Context: an optimization exercise on an open-source flow, tuned for small area, a short achievable clock period and few clock cycles. The choices shown serve that exercise and are no tape-out recipe.
Function was checked by simulation only, so behaviour that the tests miss may differ from the original.

==> flow/design.v <==
module fp_unpack (
    input  wire [31:0]        x,
    output wire               s,
    output reg  signed [11:0] e,
    output reg  [23:0]        m,
    output wire               is_zero,
    output wire               is_inf,
    output wire               is_nan
);
    wire [7:0]  expf = x[30:23];
    wire [22:0] frac = x[22:0];
    assign s       = x[31];
    assign is_zero = (expf == 8'd0)   && (frac == 23'd0);
    assign is_inf  = (expf == 8'd255) && (frac == 23'd0);
    assign is_nan  = (expf == 8'd255) && (frac != 23'd0);
    reg [4:0] lz;
    integer i;
    always @* begin
        lz = 5'd0;
        for (i = 0; i <= 22; i = i + 1)
            if (frac[i]) lz = 5'd23 - i[4:0];
    end
    always @* begin
        if (expf == 8'd0) begin
            m = {1'b0, frac} << lz;
            e = -12'sd126 - $signed({7'd0, lz});
        end else begin
            m = {1'b1, frac};
            e = $signed({4'd0, expf}) - 12'sd127;
        end
    end
endmodule
module fp_round (
    input  wire               s,
    input  wire signed [11:0] e,
    input  wire [26:0]        m,
    input  wire               st,
    output reg  [31:0]        r
);
    wire signed [11:0] be = e + 12'sd127;
    wire signed [11:0] sh = 12'sd1 - be;    
    reg [26:0] ms;
    reg        lost;
    reg [7:0]  ef;
    reg        inc;
    reg [30:0] sum;
    always @* begin
        ms   = m;
        lost = 1'b0;
        ef   = be[7:0];
        if (be <= 0) begin
            ef = 8'd0;
            if (sh > 12'sd27) begin
                ms   = 27'd0;
                lost = 1'b1;
            end else begin
                ms   = m >> sh[4:0];
                lost = |(m & ~({27{1'b1}} << sh[4:0]));
            end
        end
        inc = ms[2] & (ms[3] | ms[1] | ms[0] | lost | st);
        sum = {ef, ms[25:3]} + {30'd0, inc};
        if (be >= 12'sd255)
            r = {s, 8'hFF, 23'd0};
        else
            r = {s, sum};
    end
endmodule
module fp_add (
    input  wire        clk,
    input  wire [31:0] a,
    input  wire [31:0] b,
    input  wire        sub,
    output reg  [31:0] r
);
    localparam [31:0] QNAN = 32'h7FC00000;
    wire        as = a[31];
    wire        bs = b[31] ^ sub;
    wire [7:0]  aef = a[30:23], bef = b[30:23];
    wire        an = (aef == 8'hFF) && (a[22:0] != 23'd0);
    wire        bn = (bef == 8'hFF) && (b[22:0] != 23'd0);
    wire        ai = (aef == 8'hFF) && (a[22:0] == 23'd0);
    wire        bi = (bef == 8'hFF) && (b[22:0] == 23'd0);
    wire        az = (a[30:0] == 31'd0);
    wire        bz = (b[30:0] == 31'd0);
    wire        swap = (b[30:0] > a[30:0]);
    wire [7:0]  ae = (aef == 8'd0) ? 8'd1 : aef;
    wire [7:0]  be = (bef == 8'd0) ? 8'd1 : bef;
    wire [23:0] am = {aef != 8'd0, a[22:0]};
    wire [23:0] bm = {bef != 8'd0, b[22:0]};
    wire [7:0]  dab = ae - be;
    wire [7:0]  dba = be - ae;
    wire        xs = swap ? bs : as;
    wire        ys = swap ? as : bs;
    wire [7:0]  xe = swap ? be : ae;
    wire [23:0] xm = swap ? bm : am;
    wire [23:0] ym = swap ? am : bm;
    wire [7:0]  d  = swap ? dba : dab;
    reg  [26:0] ysh;
    reg         ylost;
    always @* begin
        if (d > 8'd26) begin
            ysh   = 27'd0;
            ylost = (ym != 24'd0);
        end else begin
            ysh   = {ym, 3'b000} >> d[4:0];
            ylost = |({ym, 3'b000} & ~({27{1'b1}} << d[4:0]));
        end
        ysh[0] = ysh[0] | ylost;
    end
    wire [1:0] spc = (an || bn || (ai && bi && (as != bs))) ? 2'd1 :
                     (ai || bi) ? 2'd2 : 2'd0;
    wire       isg = ai ? as : bs;
    reg  [1:0]  s1_spc;
    reg         s1_is, s1_zs, s1_xs, s1_sub;
    reg  [7:0]  s1_xe;
    reg  [23:0] s1_xm;
    reg  [26:0] s1_ysh;
    always @(posedge clk) begin
        s1_spc <= spc;
        s1_is  <= isg;
        s1_zs  <= az & bz & as & bs;     
        s1_xs  <= xs;
        s1_sub <= xs ^ ys;
        s1_xe  <= xe;
        s1_xm  <= xm;
        s1_ysh <= ysh;
    end
    wire [27:0] sum = s1_sub ? ({1'b0, s1_xm, 3'b000} - {1'b0, s1_ysh})
                             : ({1'b0, s1_xm, 3'b000} + {1'b0, s1_ysh});
    reg  [4:0]  lz;
    integer     i;
    always @* begin
        lz = 5'd27;
        for (i = 0; i <= 26; i = i + 1)
            if (sum[i]) lz = 5'd26 - i[4:0];
    end
    wire [7:0]  lim = s1_xe - 8'd1;
    wire [4:0]  shl = ({3'b000, lz} > lim) ? lim[4:0] : lz;
    reg  [1:0]  s2_spc;
    reg         s2_is, s2_zs, s2_xs, s2_zero;
    reg  [7:0]  s2_xe;
    reg  [4:0]  s2_shl;
    reg  [27:0] s2_sum;
    always @(posedge clk) begin
        s2_spc  <= s1_spc;
        s2_is   <= s1_is;
        s2_zs   <= s1_zs;
        s2_xs   <= s1_xs;
        s2_xe   <= s1_xe;
        s2_shl  <= shl;
        s2_zero <= (sum == 28'd0);
        s2_sum  <= sum;
    end
    reg  [26:0] nm;
    reg  [8:0]  ne;
    always @* begin
        if (s2_sum[27]) begin
            nm = {s2_sum[27:2], s2_sum[1] | s2_sum[0]};
            ne = {1'b0, s2_xe} + 9'd1;
        end else begin
            nm = s2_sum[26:0] << s2_shl;
            ne = {1'b0, s2_xe} - {4'd0, s2_shl};
        end
    end
    wire        inc = nm[2] & (nm[3] | nm[1] | nm[0]);
    wire [7:0]  ef  = nm[26] ? ne[7:0] : 8'd0;
    wire [30:0] pk  = {ef, nm[25:3]} + {30'd0, inc};
    wire        ovf = nm[26] && (ne >= 9'd255);
    always @(posedge clk) begin
        if (s2_spc == 2'd1)      r <= QNAN;
        else if (s2_spc == 2'd2) r <= {s2_is, 8'hFF, 23'd0};
        else if (s2_zero)        r <= {s2_zs, 31'd0};
        else if (ovf)            r <= {s2_xs, 8'hFF, 23'd0};
        else                     r <= {s2_xs, pk};
    end
endmodule
module fp_k4 (
    input  wire        clk,
    input  wire        rst,
    input  wire        start,
    input  wire [31:0] ta,
    output reg  [31:0] k4,
    output wire        done
);
    localparam [31:0] K_KELVIN = 32'h43889333;
    reg  [31:0] ta_k;
    reg  [3:0]  cnt;           
    wire [31:0] tk;
    fp_add u_tk (.clk(clk), .a(ta_k), .b(K_KELVIN), .sub(1'b0), .r(tk));
    reg  [31:0] k2;
    reg  [47:0] S, C, V;
    wire        ph2 = (cnt >= 4'd9);
    wire [31:0] x   = ph2 ? k2 : tk;
    wire [23:0] M   = {1'b1, x[22:0]};
    wire [3:0]  cnx   = (start && cnt == 4'd0) ? 4'd1 :
                        (cnt == 4'd0 || cnt == 4'd13) ? 4'd0 : cnt + 4'd1;
    reg         first;
    reg  [2:0]  bsel;
    always @(posedge clk) begin
        first <= (cnx == 4'd4) || (cnx == 4'd9);
        bsel  <= {(cnx == 4'd4) || (cnx == 4'd9), (cnx == 4'd5) || (cnx == 4'd10),
                  (cnx == 4'd6) || (cnx == 4'd11)};
    end
    wire [7:0]  byt = ({8{bsel[2]}} & M[23:16]) | ({8{bsel[1]}} & M[15:8]) |
                      ({8{bsel[0]}} & M[7:0]);
    reg  [47:0] rw [0:9];
    reg  [47:0] t0, t1, t2, t3, t4, t5, u0, u1, u2, u3, v0, v1, w0, w1;
    reg  [47:0] Sn, Cn;
    integer     j;
    always @* begin
        for (j = 0; j < 8; j = j + 1)
            rw[j] = byt[j] ? ({24'd0, M} << j) : 48'd0;
        rw[8] = first ? 48'd0 : {S[39:0], 8'd0};
        rw[9] = first ? 48'd0 : {C[39:0], 8'd0};
        t0 = rw[0] ^ rw[1] ^ rw[2];  t1 = ((rw[0] & rw[1]) | (rw[0] & rw[2]) | (rw[1] & rw[2])) << 1;
        t2 = rw[3] ^ rw[4] ^ rw[5];  t3 = ((rw[3] & rw[4]) | (rw[3] & rw[5]) | (rw[4] & rw[5])) << 1;
        t4 = rw[6] ^ rw[7] ^ rw[8];  t5 = ((rw[6] & rw[7]) | (rw[6] & rw[8]) | (rw[7] & rw[8])) << 1;
        u0 = t0 ^ t1 ^ t2;  u1 = ((t0 & t1) | (t0 & t2) | (t1 & t2)) << 1;
        u2 = t3 ^ t4 ^ t5;  u3 = ((t3 & t4) | (t3 & t5) | (t4 & t5)) << 1;
        v0 = u0 ^ u1 ^ u2;  v1 = ((u0 & u1) | (u0 & u2) | (u1 & u2)) << 1;
        w0 = v0 ^ v1 ^ u3;  w1 = ((v0 & v1) | (v0 & u3) | (v1 & u3)) << 1;
        Sn = w0 ^ w1 ^ rw[9];  Cn = ((w0 & w1) | (w0 & rw[9]) | (w1 & rw[9])) << 1;
    end
    wire        xn = (x[30:23] == 8'hFF) && (x[22:0] != 23'd0);
    wire        xi = (x[30:0] == 31'h7F800000);
    wire        xz = (x[30:23] == 8'd0);
    wire [23:0] pm = V[47] ? V[47:24] : V[46:23];
    wire        pg = V[47] ? V[23] : V[22];
    wire        ps = V[47] ? (V[22:0] != 23'd0) : (V[21:0] != 22'd0);
    wire signed [10:0] pe = $signed({2'b00, x[30:23], 1'b0}) - 11'sd127 + $signed({10'd0, V[47]});
    wire        pinc = pg & (ps | pm[0]);
    wire [30:0] ppk  = {pe[7:0], pm[22:0]} + {30'd0, pinc};
    reg  [31:0] sq;
    always @* begin
        if (xn)                  sq = 32'h7FC00000;
        else if (xi)             sq = 32'h7F800000;
        else if (xz)             sq = 32'h00000000;
        else if (pe >= 11'sd255) sq = 32'h7F800000;
        else if (pe <= 11'sd0)   sq = 32'h00000000;
        else                     sq = {1'b0, ppk};
    end
    always @* k4 = sq;
    assign done = (cnt == 4'd13);
    always @(posedge clk) begin
        S <= Sn;
        C <= Cn;
        V <= S + C;
    end
    always @(posedge clk) begin
        if (rst) begin
            cnt <= 4'd0;
        end else if (start && cnt == 4'd0) begin
            ta_k <= ta;
            cnt  <= 4'd1;
        end else if (cnt != 4'd0) begin
            cnt <= (cnt == 4'd13) ? 4'd0 : cnt + 4'd1;
            if (cnt == 4'd8) k2 <= sq;
        end
    end
endmodule
module fp_mul100 (
    input  wire        clk,
    input  wire [31:0] w,
    output reg  [31:0] v
);
    wire [23:0] m  = {1'b1, w[22:0]};
    wire [28:0] p  = {1'b0, m, 4'd0} + {2'b00, m, 3'd0} + {5'd0, m};
    wire        wn = (w[30:23] == 8'hFF) && (w[22:0] != 23'd0);
    wire        wi = (w[30:0] == 31'h7F800000);
    wire        wz = (w[30:23] == 8'd0);
    wire [23:0] nm  = p[28] ? p[28:5] : p[27:4];
    wire        g   = p[28] ? p[4] : p[3];
    wire        st  = p[28] ? (p[3:0] != 4'd0) : (p[2:0] != 3'd0);
    wire [9:0]  ef  = {2'b00, w[30:23]} + (p[28] ? 10'd7 : 10'd6);
    wire        inc = g & (st | nm[0]);
    wire [30:0] pk  = {ef[7:0], nm[22:0]} + {30'd0, inc};
    always @(posedge clk) begin
        if (wn)                  v <= 32'h7FC00000;
        else if (wi)             v <= {w[31], 8'hFF, 23'd0};
        else if (wz)             v <= {w[31], 31'd0};
        else if (ef >= 10'd255)  v <= {w[31], 8'hFF, 23'd0};
        else                     v <= {w[31], pk};
    end
endmodule
module fp_div (
    input  wire        clk,
    input  wire [31:0] a,
    input  wire [31:0] b,
    output reg  [31:0] r
);
    localparam [31:0] QNAN = 32'h7FC00000;
    localparam [1:0]  C_NUM = 2'd0, C_NAN = 2'd1, C_INF = 2'd2, C_ZERO = 2'd3;
    function [28:0] psub(input [27:0] a, input [27:0] b);
        reg [27:0] g, p, G, P;
        integer    l, i;
        begin
            g = a & ~b;
            p = a ^ ~b;
            G = g;
            P = p;
            G[0] = g[0] | p[0];           
            for (l = 0; l < 5; l = l + 1)
                for (i = 27; i >= 0; i = i - 1)
                    if (((i >> l) & 1) == 1) begin
                        G[i] = G[i] | (P[i] & G[((i >> l) << l) - 1]);
                        P[i] = P[i] & P[((i >> l) << l) - 1];
                    end
            psub[0] = ~p[0];
            for (i = 1; i < 28; i = i + 1) psub[i] = p[i] ^ G[i-1];
            psub[28] = G[27];
        end
    endfunction
    function [24:0] dstep(input [23:0] rem, input [23:0] d);
        reg [28:0] t;
        begin
            t = psub({3'b000, rem, 1'b0}, {4'b0000, d});
            dstep = t[28] ? {1'b1, t[23:0]} : {1'b0, rem[22:0], 1'b0};
        end
    endfunction
    wire               as, bs;
    wire signed [11:0] ae, be;
    wire [23:0]        am, bm;
    wire               az, ai, an, bz, bi, bn;
    fp_unpack ua (.x(a), .s(as), .e(ae), .m(am), .is_zero(az), .is_inf(ai), .is_nan(an));
    fp_unpack ub (.x(b), .s(bs), .e(be), .m(bm), .is_zero(bz), .is_inf(bi), .is_nan(bn));
    wire [24:0] t0   = {1'b0, am} - {1'b0, bm};
    wire        ge   = ~t0[24];
    wire [24:0] t0b  = {am, 1'b0} - {1'b0, bm};
    wire [23:0] rem0 = ge ? t0[23:0] : t0b[23:0];
    reg  [23:0]        dr_rem [0:12];
    reg  [22:0]        dr_d   [0:12];
    reg  [23:0]        dr_q   [0:12];
    reg  signed [9:0]  dr_e   [0:12];
    reg                dr_s   [0:12];
    reg  [1:0]         dr_c   [0:12];
    always @(posedge clk) begin
        dr_rem[0] <= rem0;
        dr_d[0]   <= bm[22:0];
        dr_q[0]   <= 24'd0;
        dr_e[0]   <= ge ? ae[9:0] - be[9:0] : ae[9:0] - be[9:0] - 10'sd1;
        dr_s[0]   <= as ^ bs;
        dr_c[0]   <= (an || bn || (az && bz) || (ai && bi)) ? C_NAN :
                     (ai || bz) ? C_INF : (az || bi) ? C_ZERO : C_NUM;
    end
    genvar k;
    generate
        for (k = 1; k <= 12; k = k + 1) begin : g_d
            wire [23:0] dd = {1'b1, dr_d[k-1]};
            wire [24:0] sa = dstep(dr_rem[k-1], dd);
            wire [24:0] sb = dstep(sa[23:0], dd);
            always @(posedge clk) begin
                dr_rem[k] <= sb[23:0];
                dr_d[k]   <= (k == 12) ? 23'd0 : dr_d[k-1];
                dr_q[k]   <= {dr_q[k-1][21:0], sa[24], sb[24]};
                dr_e[k]   <= dr_e[k-1];
                dr_s[k]   <= dr_s[k-1];
                dr_c[k]   <= dr_c[k-1];
            end
        end
    endgenerate
    wire d12_st = (dr_rem[12] != 24'd0);
    wire [31:0] rr;
    fp_round rnd (.s(dr_s[12]), .e({{2{dr_e[12][9]}}, dr_e[12]}), .m({1'b1, dr_q[12], 2'b00}),
                  .st(d12_st), .r(rr));
    always @(posedge clk) begin
        case (dr_c[12])
            C_NAN:   r <= QNAN;
            C_INF:   r <= {dr_s[12], 8'hFF, 23'd0};
            C_ZERO:  r <= {dr_s[12], 31'd0};
            default: r <= rr;
        endcase
    end
endmodule
module fp_sqrt #(parameter NORM = 1) (
    input  wire        clk,
    input  wire [31:0] a,
    output reg  [31:0] r
);
    localparam [31:0] QNAN = 32'h7FC00000;
    localparam [1:0]  C_NUM = 2'd0, C_NAN = 2'd1, C_ZERO = 2'd2, C_INF = 2'd3;
    wire               us;
    wire signed [11:0] ue;
    wire [23:0]        um;
    wire               uz, ui, un;
    generate
        if (NORM) begin : g_norm
            fp_unpack ua (.x(a), .s(us), .e(ue), .m(um), .is_zero(uz), .is_inf(ui), .is_nan(un));
        end else begin : g_raw
            assign us = a[31];
            assign ue = $signed({4'd0, a[30:23]}) - 12'sd127;
            assign um = {1'b1, a[22:0]};
            assign uz = (a[30:0] == 31'd0);
            assign ui = (a[30:0] == 31'h7F800000);
            assign un = (a[30:23] == 8'hFF) && (a[22:0] != 23'd0);
        end
    endgenerate
    wire [1:0] uc = (un || (us && !uz)) ? C_NAN : uz ? C_ZERO : ui ? C_INF : C_NUM;
    wire               x_s = us;
    wire signed [11:0] x_e = ue;
    wire [22:0]        x_m = um[22:0];
    wire [1:0]         x_c = uc;
    wire [25:0] x_R  = x_e[0] ? {1'b1, x_m, 2'b00} : {2'b01, x_m, 1'b0};
    wire [7:0]  x_ef = x_e[8:1] + 8'd127;    
    reg [26:0] sr_rem  [0:8];
    reg [24:0] sr_root [0:8];
    reg [25:0] sr_R    [0:8];
    reg [7:0]  sr_ef   [0:8];
    reg        sr_s    [0:8];
    reg [1:0]  sr_c    [0:8];
    function [28:0] psub(input [27:0] a, input [27:0] b);
        reg [27:0] g, p, G, P;
        integer    l, i;
        begin
            g = a & ~b;
            p = a ^ ~b;
            G = g;
            P = p;
            G[0] = g[0] | p[0];           
            for (l = 0; l < 5; l = l + 1)
                for (i = 27; i >= 0; i = i - 1)
                    if (((i >> l) & 1) == 1) begin
                        G[i] = G[i] | (P[i] & G[((i >> l) << l) - 1]);
                        P[i] = P[i] & P[((i >> l) << l) - 1];
                    end
            psub[0] = ~p[0];
            for (i = 1; i < 28; i = i + 1) psub[i] = p[i] ^ G[i-1];
            psub[28] = G[27];
        end
    endfunction
    function [52:0] sstep(input [26:0] rem, input [24:0] root, input [1:0] pr, input integer j);
        reg [27:0] rs, tr, df;
        reg [27:0] mk;
        reg        g;
        begin
            mk = (28'd1 << (j + 2)) - 28'd1;
            rs = ({rem, pr}) & mk;
            tr = ({root, 2'b01}) & mk;
            {g, df} = psub(rs, tr);
            rs = g ? df : rs;
            mk = (28'd1 << (j + 1)) - 28'd1;
            rs = rs & mk;
            sstep = {g, rs[26:0], root[23:0], g};
        end
    endfunction
    function [1:0] pairof(input [25:0] R, input integer j);
        begin
            if (j <= 13) pairof = R[27 - 2*j -: 2];
            else         pairof = 2'b00;
        end
    endfunction
    wire [52:0] z2 = sstep({25'd0, x_R[25:24] - 2'd1}, 25'd1, x_R[23:22], 2);
    wire [52:0] z3 = sstep(z2[51:25], z2[24:0], x_R[21:20], 3);
    wire [52:0] z4 = sstep(z3[51:25], z3[24:0], x_R[19:18], 4);
    always @(posedge clk) begin
        sr_rem[0]  <= z4[51:25];
        sr_root[0] <= z4[24:0];
        sr_R[0]    <= x_R & 26'h003FFFF;
        sr_ef[0]   <= x_ef;
        sr_s[0]    <= x_s;
        sr_c[0]    <= x_c;
    end
    genvar n;
    generate
        for (n = 1; n <= 8; n = n + 1) begin : g_s
            localparam integer F  = (n == 1) ? 5 : (n <= 3) ? 3*n + 3 : 15 + 2*(n-4);
            localparam integer NS = (n == 1) ? 4 : (n <= 3) ? 3 : 2;
            localparam integer LS = F + NS - 1;            
            reg [26:0] rm;
            reg [24:0] rt;
            reg [52:0] z;
            integer    jj;
            always @* begin
                rm = sr_rem[n-1];
                rt = sr_root[n-1];
                for (jj = 0; jj < NS; jj = jj + 1) begin
                    z  = sstep(rm, rt, pairof(sr_R[n-1], F + jj), F + jj);
                    rm = z[51:25];
                    rt = z[24:0];
                end
            end
            always @(posedge clk) begin
                sr_rem[n]  <= rm;
                sr_root[n] <= rt;
                sr_R[n]    <= (LS >= 13) ? 26'd0 : (sr_R[n-1] & ((26'd1 << (26 - 2*LS)) - 26'd1));
                sr_ef[n]   <= sr_ef[n-1];
                sr_s[n]    <= sr_s[n-1];
                sr_c[n]    <= sr_c[n-1];
            end
        end
    endgenerate
    wire [26:0] rs25 = {sr_rem[8][24:0], 2'b00};
    wire [26:0] tr25 = {sr_root[8][23:0], 2'b01};
    wire [24:0] Q    = {sr_root[8][23:0], rs25 >= tr25};
    wire [30:0] pk   = {sr_ef[8], Q[23:1]} + {30'd0, Q[0]};
    always @(posedge clk) begin
        case (sr_c[8])
            C_NAN:   r <= QNAN;
            C_ZERO:  r <= {sr_s[8], 31'd0};
            C_INF:   r <= 32'h7F800000;
            default: r <= {1'b0, pk};
        endcase
    end
endmodule
module fp_enc (
    input  wire [31:0] v,
    output reg  [15:0] k,
    output reg         clamped
);
    wire               s   = v[31];
    wire [7:0]         ef  = v[30:23];
    wire               nan = (ef == 8'hFF) && (v[22:0] != 23'd0);
    wire               inf = (ef == 8'hFF) && (v[22:0] == 23'd0);
    wire signed [9:0]  e   = $signed({2'b00, ef}) - 10'sd127;
    wire [23:0]        m   = {1'b1, v[22:0]};
    wire [9:0]  shr  = 10'sd22 - e;
    wire [23:0] half = m >> shr[4:0];           
    wire [17:0] h1   = {1'b0, half[16:0]} + 18'd1;
    wire [16:0] mag  = h1[17:1];
    always @* begin
        if (nan) begin
            k = 16'd0;     clamped = 1'b1;
        end else if (inf) begin
            k = s ? 16'd0 : 16'hFFFF;  clamped = 1'b1;
        end else if (ef == 8'd0 || e < -10'sd1) begin
            k = 16'd0;     clamped = 1'b0;
        end else if (e > 10'sd15) begin
            k = s ? 16'd0 : 16'hFFFF;  clamped = 1'b1;
        end else if (s) begin
            k = 16'd0;     clamped = (mag != 17'd0);
        end else if (mag[16]) begin
            k = 16'hFFFF;  clamped = 1'b1;
        end else begin
            k = mag[15:0]; clamped = 1'b0;
        end
    end
endmodule
module pix_tobj (
    input  wire        clk,
    input  wire        rst,
    input  wire        in_valid,
    output wire        in_ready,
    input  wire [31:0] ta,
    input  wire [31:0] vir,
    input  wire [31:0] alpha,
    output reg         out_valid,
    output wire [31:0] out_to,
    output reg  [15:0] out_enc,
    output reg         out_clamped
);
    localparam [31:0] K_KELVIN = 32'h43889333;    
    localparam integer L_DIV = 14, L_ADD = 3, L_SQ1 = 10, L_SQ2 = 10, L_M100 = 1;
    localparam integer L_TOT = L_DIV + L_ADD + L_SQ1 + L_SQ2 + L_ADD + L_ADD + L_M100 + 1;
    localparam integer L_TO  = L_ADD + L_M100 + 1;    
    localparam [4:0]   SW_MIN = 5'd16;                 
    reg         rdy;
    reg         in_v, in_new;
    reg  [31:0] vir_r, al_r;
    reg  [31:0] lt_ta;
    reg         lt_valid;
    reg         cur;
    reg  [4:0]  since_sw;
    reg  [31:0] slot0, slot1;
    reg         ktgt;
    assign in_ready = rdy;
    wire accept    = in_valid && rdy;
    wire newta     = !lt_valid || (ta != lt_ta);
    wire can_start = (since_sw >= SW_MIN);
    wire kst_in    = accept && newta && can_start;       
    wire kst_hold  = in_v && in_new && can_start;         
    wire kstart    = kst_in || kst_hold;
    wire adv       = in_v && (!in_new || can_start);
    wire [31:0] k4_val;
    wire        k4_done;
    fp_k4 u_k4 (.clk(clk), .rst(rst), .start(kstart), .ta(kst_in ? ta : lt_ta), .k4(k4_val), .done(k4_done));
    always @(posedge clk) begin
        if (rst) begin
            rdy      <= 1'b1;
            in_v     <= 1'b0;
            lt_valid <= 1'b0;
            since_sw <= 5'd31;
            cur      <= 1'b0;
            ktgt     <= 1'b0;
        end else begin
            if (kstart) begin
                cur      <= ~cur;
                ktgt     <= ~cur;
                since_sw <= 5'd0;
            end else if (since_sw != 5'd31)
                since_sw <= since_sw + 5'd1;
            if (accept) begin
                in_v     <= 1'b1;
                in_new   <= newta && !can_start;
                lt_ta    <= ta;
                lt_valid <= 1'b1;
                rdy      <= !(newta && !can_start);
            end else begin
                if (adv) in_v <= 1'b0;
                rdy <= !(in_v && in_new && !can_start);
            end
        end
    end
    always @(posedge clk)
        if (rdy) begin
            vir_r <= vir;
            al_r  <= alpha;
        end
    always @(posedge clk)
        if (k4_done) begin
            if (ktgt) slot1 <= k4_val;
            else      slot0 <= k4_val;
        end
    reg [L_TOT-1:0] vch;
    reg [L_DIV-1:0] tch;
    always @(posedge clk) begin
        if (rst) vch <= {L_TOT{1'b0}};
        else     vch <= {vch[L_TOT-2:0], adv};
        tch <= {tch[L_DIV-2:0], kst_hold ? ~cur : cur};
    end
    wire [31:0] y, r, s1, s2, to, w, v;
    fp_div  u_div (.clk(clk), .a(vir_r), .b(al_r), .r(y));
    wire [31:0] k4 = tch[L_DIV-1] ? slot1 : slot0;
    fp_add  u_r   (.clk(clk), .a(y), .b(k4), .sub(1'b0), .r(r));
    fp_sqrt #(.NORM(1)) u_s1 (.clk(clk), .a(r),  .r(s1));
    fp_sqrt #(.NORM(0)) u_s2 (.clk(clk), .a(s1), .r(s2));
    fp_add  u_to  (.clk(clk), .a(s2), .b(K_KELVIN), .sub(1'b1), .r(to));
    fp_add  u_w   (.clk(clk), .a(to), .b(K_KELVIN), .sub(1'b0), .r(w));
    fp_mul100 u_v (.clk(clk), .w(w), .v(v));
    wire [15:0] enc_k;
    wire        enc_c;
    fp_enc u_enc (.v(v), .k(enc_k), .clamped(enc_c));
    reg [31:0] toch [0:L_TO-1];
    integer i;
    always @(posedge clk) begin
        toch[0] <= to;
        for (i = 1; i < L_TO; i = i + 1) toch[i] <= toch[i-1];
        out_enc     <= enc_k;
        out_clamped <= enc_c;
    end
    assign out_to = toch[L_TO-1];
    always @* out_valid = vch[L_TOT-1];
endmodule
==> flow/run.sh <==
#!/bin/bash
# synth_recipe.tcl (not shown) runs the flow's synth.tcl, then flattens the netlist and writes it again
# the make line also repeats each setting of config.mk as NAME=value (left out here)
make -C /OpenROAD-flow-scripts/flow DESIGN_CONFIG=/design/flow/config.mk WORK_HOME=/design/flow/orfs CLKGATE_MAP_FILE= SYNTH_SCRIPT=/design/flow/synth_recipe.tcl finish
==> flow/config.mk <==
export PLATFORM = sky130hd
export DESIGN_NAME = pix_tobj
export DESIGN_NICKNAME = pix_tobj
export VERILOG_FILES = /design/flow/design.v
export SDC_FILE = /design/flow/constraint.sdc
export NUM_CORES = 4
export LEC_CHECK = 0
export ABC_AREA = 1
export CAP_MARGIN = 60
export CORE_MARGIN = 2
export CORE_UTILIZATION = 55
export PLACE_DENSITY = 0.7
export SLEW_MARGIN = 80
==> flow/constraint.sdc <==
create_clock -name core_clock -period 20.0 [get_ports {clk}]
set_input_delay 4.0000 -clock core_clock [delete_from_list [all_inputs] [get_ports {clk}]]
set_output_delay 4.0000 -clock core_clock [all_outputs]
set_load 0.01 [all_outputs]
==> results of run 1 <==
==> flip-flops by register name, summed over array words and instances, names as in the netlist, 42 cells and up <==
signal,count
u_k4.S,48
vch,45
u_s1.sr_ef,72
u_div.dr_e,130
u_s2.sr_root,128
u_s1.sr_rem,140
u_s2.sr_ef,72
u_div.dr_q,156
u_s2.sr_rem,140
u_div.dr_rem,312
toch,160
u_k4.C,42
u_k4.V,48
u_s1.sr_root,128
u_div.dr_d,276
==> cell type report <==
class	count	area share (%)
Timing Repair Buffer	477	2.19
Sequential cell	3008	30.9
Tap cell	4200	2.60
Multi-Input combinational cell	15800	51.5
Inverter	3778	7.18
Clock inverter	162	1.09
Antenna cell	4	0.00495
Clock buffer	425	4.51
==> worst paths after layout <==
kind                         start                    to  slack, ps
setup / recovery  u_div.dr_d[9][3]  u_div.dr_rem[10][20]      11630
hold reg to reg    u_s1.sr_R[0][4]       u_s1.sr_R[1][4]        300
setup reg to reg  u_div.dr_d[9][3]  u_div.dr_rem[10][20]      11630
hold / removal     u_s1.sr_R[0][4]       u_s1.sr_R[1][4]        300
==> kinds of logic after synthesis <==
group	Yosys count	synth area share, %
and+or+nand+nor	8108	18.9
muxes	103	0.597
DFF	3008	35.4
buffers and inverters	4382	9.51
AOI/OAI and AO/OA	4429	13.9
xor gates and xnor gates	1100	5.49
other	1	0.00212
adders and majority gates	2045	16.2
==> routing by layer <==
layer | up-vias | share of wire [%] | track usage [%]
met1 | 66900 | 44 | 33.0
met3 | 838 | 4.2 | 2.49
met4 | 2 | 3.3 | 8.42
met2 | 3081 | 48 | 45.0
met5 | - | 0.0037 | 0
li1 | 75100 | - | -
==> cell usage in the layout (no fill, tap or decap), types with 59 or more instances in the layout <==
master              n
a21o_1            117
a21oi_1          1186
a21oi_2            67
a31oi_1            59
buf_1              69
clkbuf_16         333
clkdlybuf4s50_1   202
clkinv_2           75
dfxtp_1          2739
edfxtp_1          222
fa_1              411
ha_1             1615
inv_1            3619
nand2_1          5026
nand2_4            64
nand3_1           769
nand4_1           160
nor2_1           1337
nor2_2             79
nor3_1            154
nor3_2             68
nor4_2             63
o211ai_1           74
o21ai_0          1109
o21ai_1           892
o21ai_2           268
o21bai_1          110
or2_2             123
xnor2_1           458
xor2_1            561
==> stage by stage <==
stage	util (%)	area [um^2]	hold WS [ps]
2_1_floorplan	-	177000	310
3_3_place_gp	56.7	181000	310
3_5_place_dp	58.9	189000	312
4_1_cts	62.4	200000	294
5_1_grt	63.1	202000	309
6_report	63.1	202000	300
==> impl_metrics.py, run 1 <==
metrics = {
    "global_routing": {
        "grt_util_all_layers_pct": 25.7,
        "grt_max_degree": 48,
        "antenna_found_initial": 2,
        "grt_pass1_wl_mm": 698,
        "grt-ovfl-total": 0,
        "grt_pass1_vias": 141000,
    },
    "worst_setup_path": {
        "crit_top_cell": "nand2_1",
        "crit_fanout": 37,
        "reg2reg_depth": 58,
        "critPathTopFamily": "compound AO/OA/AOI/OAI gates",
        "crit_slowest_cell": "ha_1",
        "cp.required_ps": 20830,
        "critPathMaxStageDelay_ps": 370,
        "endpoint_kind": "flip-flop",
        "worstSetupPathType": "reg -> reg",
        "cp.arrival_ps": 9200,
        "cp_num_buf_inv": 8,
        "cp_num_cells": 58,
        "critPathLaunchType": "flip-flop",
    },
    "floorplan": {
        "coreArea_um2": 320000,
        "initial_core_util_pct": 55.1,
        "fp.dieW_um": 571,
        "ios": 150,
        "die_y_um": 571,
        "die_area_um2": 326000,
        "core.rowCount": 208,
    },
    "clock_network": {
        "cts.path.max_buffers": 4,
        "cts_root_buf": "clkbuf_16",
        "cts_setup_buffers": 0,
        "cts_num_sinks": 3008,
        "cts_tree": "done",
        "insertion_delay_ps": 930,
        "clk_pin_slew_ps": 70,
        "cts_resized": 0,
        "htreeDepth": 5,
        "cts_hold_buf": 0,
        "cts_made_buffers": 321,
    },
    "timing": {
        "fin_crit_sh_pct": 41.9,
        "fin_tns_setup_ps": 0,
        "skew_ps": 44.7,
        "rsz0062_at_grt": "no",
        "slew_viol_final": 0,
        "max_freq_mhz": 119,
        "setup_viol": 0,
        "setup_ws_ps": 11630,
        "finalHoldViolCount": 0,
        "period_minus_slack_ps": 8370,
    },
    "synth": {
        "yosysSeqAreaShare_pct": 35.4,
        "synth.most_common_cell": "nand2_1",
        "synthTopCellsByArea": "dfxtp_1, ha_1, nand2_1, inv_1, o21ai_0",
        "ys_seq_elements": 3008,
        "synth_ff_type": "dfxtp_1",
        "synth_top_area_cell": "dfxtp_1",
        "synth_area_um2": 177000,
        "syn_inst": 23200,
        "synth_top_area_share_pct": 31.6,
        "synth_edf_count": 222,
        "async_flop_share_pct": 0,
        "netlist_top_cells_count": "nand2_1, inv_1, dfxtp_1",
        "synth.yosys.warnings": 36,
        "syn_avg_cell_area_um2": 7.62,
        "synth.distinct_cells": 95,
    },
    "layout": {
        "drive_gt1_share_pct": 9.40,
        "fillers": 28000,
        "finalNonFillerCells": 27800,
        "final_nets": 25500,
        "multi_input_area_um2": 104000,
        "area_growth_pct": 14.5,
        "ff_latch_area_um2": 62500,
    },
    "run_status": {
        "status": "finished clean",
    },
    "drt": {
        "drc": 0,
        "avgViaCountPerCell": 5.24,
        "dr.first_iter.drc_count": 9353,
        "via_count": 146000,
        "wl_mm": 428,
        "wire_per_inst_um": 15.4,
        "ant_nets": 0,
        "first_pass_iters": 6,
    },
    "flow_run": {
        "max_cap_violations": 0,
    },
    "worst_hold_path": {
        "hold_class": "reg -> reg",
        "hold_depth": 0,
    },
    "place": {
        "dp_slack_ps": 11740,
        "hpwlAfterDp_mm": 333,
        "gp_congestion": 0.945,
        "port_buffers": 149,
        "dp_cells": 27200,
    },
}
Testbench counts, summed over its fixed seeds: cycles 2,408.
==> run 2: changes to the inputs <==
--- a/flow/config.mk
+++ b/flow/config.mk
@@ -8,6 +8,7 @@
 export ABC_AREA = 1
-export CAP_MARGIN = 60
+export CAP_MARGIN = 75
 export CORE_MARGIN = 2
 export CORE_UTILIZATION = 55
+export CTS_BUF_LIST = sky130_fd_sc_hd__clkbuf_8
 export PLACE_DENSITY = 0.7
-export SLEW_MARGIN = 80
+export SLEW_MARGIN = 90
==> run 2 against run 1 <==
  * The run now fails in 5_1_grt
  * Synthesized cell count did not move
  * Synthesized area did not move
==> impl_metrics.py, run 2 <==
metrics = {
    "clock_network": {
        "cts.path.max_buffers": 4,
        "cts_made_buffers": 485,
        "cts_root_buf": "clkbuf_8",
        "cts_num_sinks": 3008,
        "htreeDepth": 5,
    },
    "place": {
        "hpwlAfterDp_mm": 844,
        "dpl_cell_area_um2": 293000,
        "gp_congestion": 0.945,
        "port_buffers": 149,
    },
    "synth": {
        "synth_top_area_share_pct": 31.6,
        "syn_inst": 23200,
        "synth_edf_count": 222,
        "netlist_top_cells_count": "nand2_1, inv_1, dfxtp_1",
        "synth_top_area_cell": "dfxtp_1",
        "synth.most_common_cell": "nand2_1",
        "synth.yosys.warnings": 36,
        "synth_ff_type": "dfxtp_1",
        "async_flop_share_pct": 0,
        "synth.distinct_cells": 95,
        "syn_avg_cell_area_um2": 7.62,
        "ys_seq_elements": 3008,
        "yosysSeqAreaShare_pct": 35.4,
        "synth_area_um2": 177000,
        "synthTopCellsByArea": "dfxtp_1, ha_1, nand2_1, inv_1, o21ai_0",
    },
    "run_status": {
        "haltStage": "5_1_grt",
        "tool.error": "[ERROR GRT-0116] Global routing finished with congestion. Check the congestion regions in the DRC Viewer.",
        "status": "did not finish",
    },
    "global_routing": {
        "grt_pass1_vias": 325000,
        "grt_util_all_layers_pct": 112,
        "grt-ovfl-total": 46300,
        "grt_max_degree": 32,
        "grt_pass1_wl_mm": 2670,
    },
    "floorplan": {
        "fp.dieW_um": 571,
        "ios": 150,
        "initial_core_util_pct": 55.1,
        "die_y_um": 571,
        "core.rowCount": 208,
    },
}
-- run 2: cell families after synthesis --
logic type / synth area share (%)
mux: 0.597
flops: 35.4
compound gates: 13.9
other cells: 0.00212
xor+xnor: 5.49
buf+inv: 9.51
fa+ha+maj: 16.2
simple gates: 18.9
-- run 2: what timing repair did --
item                                    4_1_cts
hold buffers                                  0
buffers inserted                              8
endpoints found under the setup margin       22
gates cloned                                  0
pin swaps                                    12
gates resized for setup                      34
-- run 2: how the worst max path moves through the flow --
| stage | start | depth (start not counted) | end | slack, ps |
|---|---|---|---|---|
| 3_3_place_gp | u_div.dr_d[4][3] | 57 | u_div.dr_rem[5][10] | 11240 |
| 3_5_place_dp | u_w.s1_ysh[0] | 79 | u_w.s2_shl[1] | -9930 |
| 4_1_cts | u_k4.u_tk.s1_ysh[4] | 61 | u_k4.u_tk.s2_shl[0] | 20 |
| 2_1_floorplan | rst | 3 | u_k4.k2[0] | 12070 |
-- run 2: layer usage --
metal  track usage, %  overflow
met4              121      7188
met1             93.4      1560
met2              153     36000
met5             79.8       129
met3             88.0      1367
-- run 2: stage by stage --
step | hold slack (ps) | worst slack, ps | TNS (ps) | cells
after floorplan | 310 | 12070 | 0 | 23200
after global placement | 310 | 11240 | 0 | 27000
after detailed placement | 312 | -9930 | -71650 | 33100
after CTS | 261 | 20.0 | 0 | 34000

-- what the ideal ports hide --
Ports are ideal in the flow. The routed layout listed here was re-timed in OpenROAD.
Step 1 (the two cells are an assumption about what drives the block):
set clk [get_ports {clk}]
set_driving_cell -lib_cell sky130_fd_sc_hd__clkbuf_16 $clk
set_driving_cell -lib_cell sky130_fd_sc_hd__buf_2 [delete_from_list [all_inputs] $clk]
Step 2 adds t to the input delays and takes it off the output delays; t is the mean of the earliest and latest rising clock arrival at the registers after step 1. Input paths then give back, and output paths get back, about the clock's delay inside the block.
Three values: ideal, step 1, step 2; two values: the first two.
run: run 1
t (ns): 1.012
setup WS [ns]: 11.628 / 11.628 / 11.628
worst hold slack (ns): 0.300 / 0.300 / 0.300
After both steps run 1 still meets setup and hold. The setup slack of run 1 moves by 0.000 ns with the drivers and by 0.000 ns with both steps.
